This is an optimization exercise on Yosys and OpenROAD, whose aim is small area, a short achievable clock period and few clock cycles, not a production implementation. Where RTL was checked, it was by simulation tests only, not by an equivalence proof against the original. Power is estimated from default activity; no workload was simulated.

==> run P: inputs <==
==> flow/design.v <==
module i2b_lutgen (
    input  wire        clk,
    input  wire        rst,         
    input  wire        start,       
    input  wire [15:0] amount,      
    output wire        busy,
    output reg         out_valid,
    output reg  [7:0]  out_idx,
    output reg  [7:0]  out_val
);
    localparam [1:0] S_IDLE = 2'd0, S_SETUP = 2'd1, S_DIV = 2'd2, S_FIN = 2'd3;
    reg  [1:0]  state;
    reg  [7:0]  c;             
    reg         is259;         
    reg  signed [26:0] kmul;   
    reg  signed [26:0] dn;     
    reg  [30:0] dvd;           
    reg  [24:0] rem;           
    reg  [23:0] dvs;           
    reg         neg;           
    reg  [4:0]  cnt;
    assign busy = (state != S_IDLE) || out_valid;
    wire signed [17:0] a_ext  = {{2{amount[15]}}, amount};
    wire signed [26:0] k_next = 27'sd259 * (a_ext + 18'sd255);
    wire signed [26:0] d_next = 27'sd255 * (18'sd259 - a_ext);
    wire signed [8:0]  cm = $signed({1'b0, c}) - 9'sd128;
    wire signed [35:0] nm = kmul * cm;
    wire        [35:0] nm_abs = nm[35] ? -nm : nm;
    wire        [26:0] dn_abs = dn[26] ? -dn : dn;
    wire [25:0] trial = {rem, dvd[30]} - {2'b00, dvs};
    wire        fits  = ~trial[25];
    wire [30:0] q     = dvd;
    wire        exact = (rem == 25'd0);
    wire signed [33:0] qs = neg ? -$signed({3'b000, q}) - (exact ? 34'sd0 : 34'sd1)
                                : $signed({3'b000, q});
    wire signed [33:0] v  = qs + 34'sd128;
    wire [7:0] v_clamp = (v < 0) ? 8'd0 : (v > 255) ? 8'd255 : v[7:0];
    wire [7:0] v_259   = (c < 8'd128) ? 8'd0 : (c == 8'd128) ? 8'd128 : 8'd255;
    always @(posedge clk) begin
        if (rst) begin
            state     <= S_IDLE;
            out_valid <= 1'b0;
            c         <= 8'd0;
        end else begin
            out_valid <= 1'b0;
            case (state)
                S_IDLE: if (start && !out_valid) begin
                    is259 <= (amount == 16'd259);
                    kmul  <= k_next;
                    dn    <= d_next;
                    c     <= 8'd0;
                    state <= S_SETUP;
                end
                S_SETUP: begin
                    dvd   <= nm_abs[30:0];
                    dvs   <= dn_abs[23:0];
                    rem   <= 25'd0;
                    neg   <= (nm != 0) && (nm[35] != dn[26]);
                    cnt   <= 5'd0;
                    state <= is259 ? S_FIN : S_DIV;
                end
                S_DIV: begin
                    rem   <= fits ? trial[24:0] : {rem[23:0], dvd[30]};
                    dvd   <= {dvd[29:0], fits};
                    cnt   <= cnt + 5'd1;
                    if (cnt == 5'd30) state <= S_FIN;
                end
                S_FIN: begin
                    out_valid <= 1'b1;
                    out_idx   <= c;
                    out_val   <= is259 ? v_259 : v_clamp;
                    c         <= c + 8'd1;
                    state     <= (c == 8'd255) ? S_IDLE : S_SETUP;
                end
            endcase
        end
    end
endmodule
==> flow/run.sh <==
#!/bin/bash
# synth_recipe.tcl (not shown) runs the flow's synth.tcl, then flattens the netlist and writes it again
# the make line also repeats each setting of config.mk as NAME=value (left out here)
make -C /OpenROAD-flow-scripts/flow DESIGN_CONFIG=/design/flow/config.mk WORK_HOME=/design/flow/orfs CLKGATE_MAP_FILE= SYNTH_SCRIPT=/design/flow/synth_recipe.tcl finish
==> flow/config.mk <==
export PLATFORM = sky130hd
export DESIGN_NAME = i2b_lutgen
export DESIGN_NICKNAME = i2b_lutgen
export VERILOG_FILES = /design/flow/design.v
export SDC_FILE = /design/flow/constraint.sdc
export NUM_CORES = 4
export LEC_CHECK = 0
export CAP_MARGIN = 20
export CORE_MARGIN = 2
export CORE_UTILIZATION = 40
export PLACE_DENSITY = 0.6
export SLEW_MARGIN = 20
==> flow/constraint.sdc <==
create_clock -name core_clock -period 10.0 [get_ports {clk}]
set_input_delay 2.0000 -clock core_clock [delete_from_list [all_inputs] [get_ports {clk}]]
set_output_delay 2.0000 -clock core_clock [all_outputs]
set_load 0.01 [all_outputs]
==> inputs of run C, as changes to run P <==
==> flow/design.v, changed modules only <==
module i2b_lutgen (
    input  wire        clk,
    input  wire        rst,         
    input  wire        start,       
    input  wire [15:0] amount,      
    output reg         busy,
    output reg         out_valid,
    output reg  [7:0]  out_idx,
    output reg  [7:0]  out_val
);
    reg         setup, div, fix, walk;
    reg         restart;   
    reg         last;      
    reg         div_end;   
    reg  [23:0] R;         
    reg  [7:0]  F;         
    reg  [23:0] Z;         
    reg  [23:0] Y;         
    reg  [7:0]  qk;        
    reg         sat;       
    reg         big;       
    reg         dsg;       
    wire        idle = ~(setup | div | fix | walk);
    wire        go   = idle & start & ~busy;
    wire signed [15:0] a = R[15:0];
    wire        dsg_n = (a > 16'sd259);
    wire        big_n = (a >= 16'sd255) && (a <= 16'sd263);
    wire [16:0] jj    = {a[15], a} + 17'd33022;           
    wire [24:0] b     = {{9{a[15]}}, a} ^ {25{dsg_n}};
    wire [24:0] negd  = {b[16:0], 8'd0} + ~b + (dsg_n ? 25'd66301 : -25'd66044);
    wire [24:0] X  = div ? {R, F[6]} : (restart ? 25'd0 : {1'b0, R});
    wire [25:0] t  = {1'b0, X} + {2'b11, Z};
    wire [24:0] s  = X + {1'b0, Y};
    wire        cy = ~t[25];
    wire [23:0] Rn = cy ? t[23:0] : s[23:0];
    wire [7:0]  Fx = div ? {1'b0, F[5:0], 1'b0} : (restart ? 8'd0 : F);
    wire [7:0]  Q  = qk | (fix ? {{7{~dsg}}, 1'b1} : 8'd0);
    wire [8:0]  Fs = {Fx[7], Fx} + {Q[7], Q} + {8'd0, cy};
    wire        ovf  = ~Fs[8] & Fs[7];
    wire [7:0]  idx_n = out_idx[7] ? ((out_idx == 8'd255) ? 8'd127 : out_idx + 8'd1)
                                   : out_idx - 8'd1;
    wire        pos   = idx_n[7] ^ dsg;
    wire        S     = sat | big;
    wire        nz    = |R;
    wire [7:0]  vpos  = {~F[7], F[6:0]};
    wire [7:0]  vneg  = (~F + {7'd0, ~nz}) ^ 8'h80;
    wire [7:0]  val   = pos ? (S ? 8'd255 : vpos) : (S ? 8'd0 : vneg);
    wire        walk_n = (walk & ~last) | fix;
    wire        div_n  = setup | (div & ~div_end);
    always @(posedge clk) begin
        if (rst) begin
            setup <= 1'b0; div <= 1'b0; fix <= 1'b0; walk <= 1'b0;
            busy <= 1'b0; out_valid <= 1'b0;
        end else begin
            setup     <= go;
            div       <= div_n;
            fix       <= div & div_end;
            walk      <= walk_n;
            busy      <= go | setup | div | fix | walk;
            out_valid <= go | walk;
        end
    end
    always @(posedge clk) begin
        out_idx <= (setup | div | walk) ? idx_n : 8'd128;
        out_val <= walk ? val : 8'd128;
        restart <= walk_n & walk & (idx_n == 8'd254);
        last    <= walk_n & walk & (idx_n == 8'd1);
        div_end <= div_n & (idx_n == 8'd135);
        R       <= idle ? {8'd0, amount} : setup ? {12'd0, jj[16:5]} : Rn;
        F       <= setup ? {1'b0, jj[4:0], 2'b10} : Fs[7:0];
        sat     <= walk & ~restart & (sat | ovf) | walk & restart & ovf;
        if (setup) begin
            Z   <= negd[23:0];
            Y   <= 24'd0;
            qk  <= 8'd0;
            dsg <= dsg_n;
            big <= big_n;
        end
        if (fix) begin
            Y   <= R;
            Z   <= t[23:0];
            qk  <= Fs[7:0];
        end
    end
endmodule
--- a/flow/config.mk
+++ b/flow/config.mk
@@ -7,2 +7,3 @@
 export LEC_CHECK = 0
+export ABC_CLOCK_PERIOD_IN_PS = 3000
 export CAP_MARGIN = 20
@@ -11,2 +12,3 @@
 export PLACE_DENSITY = 0.6
+export SETUP_SLACK_MARGIN = 5
 export SLEW_MARGIN = 20
==> run notes <==
Library cell contributing the largest single delay on the critical path: run P sky130_fd_sc_hd__clkdlybuf4s50_1; run C sky130_fd_sc_hd__o31ai_1
Number of multi-input logic gates: run P 2051; run C 922
Synth Register Bits: run P 165; run C 116
Number of clock sinks seen by CTS: run P 165; run C 116
Detailed-routing iteration count for the pre-antenna-repair pass: run P 6; run C 5
Part of the total power dissipated in combinational logic: run P 0.757; run C 0.609
Result of the run: run P no timing/DRC/antenna violations; run C no timing/DRC/antenna violations
Crit path buf inv count: run P 6; run C 3
Fraction of area in multi-input gates: run P 0.679; run C 0.591
Complex-gate fraction of the synthesized area: run P 0.118; run C 0.226
Post-placement setup slack: run P 830 ps; run C 4770 ps
Non-Filler Cell Area, Final: run P 0.0273 mm^2; run C 0.0110 mm^2
Final-layout fill cell count: run P 6159; run C 2347
Utilization after layout: run P 0.433; run C 0.464
Initial standard-cell utilization of the core: run P 0.404; run C 0.409
Required time reported for the critical path endpoint: run P 10230 ps; run C 10180 ps
Final worst-path cycle share: run P 0.865; run C 0.471
Crit Path Max Fanout: run P 8; run C 19
FF-to-FF End: run P dvd[26]; run C qk[6]
Register-to-Register Setup Slack: run P 2200 ps; run C 5290 ps
Worst path max stage delay: run P 710 ps; run C 470 ps
Sequential standard cell area: run P 0.00485 mm^2; run C 0.00291 mm^2
Worst Setup Path Type: run P input pin to flop; run C flop to flop
Via density per instance: run P 5.23; run C 5.82
Highest clock rate: run P 116 MHz; run C 212 MHz
Area share of the leading cell type in the synthesized netlist: run P 0.228; run C 0.180
Testbench counts of run P, summed over its fixed seeds: cycles 811,200.
Function not checked in run C: the RTL went through the layout flow alone.

static timing again, ports no longer ideal:
How much do the figures lean on ideal ports? The routed layouts below were timed once more, with nothing changed but the port constraints.
Step 1: set_driving_cell puts a clkbuf_16 on clk and a buf_2 on each other input, an assumption about the parent block.
Step 2, shift: input delay + t, output delay - t, t = (earliest + latest rising clock arrival at the registers) / 2. This alone moves slack from input paths to output paths.
Three values: no drivers, after step 1, after step 2; two values: the first two.
run | t, ns | setup slack, ns | worst register clock-pin slew, ns | worst slew at a driven data input, ns
run P | 0.534 | 1.347 / 1.377 / 0.844 | 0.07 / 0.07 | 0.03
run C | 0.464 | 5.291 / 5.291 / 5.291 | 0.07 / 0.07 | 0.03
After both steps setup and hold are still met in every run listed. The setup slack of run P, which loses most, moves by +0.030 ns with the drivers and by -0.503 ns with both steps.
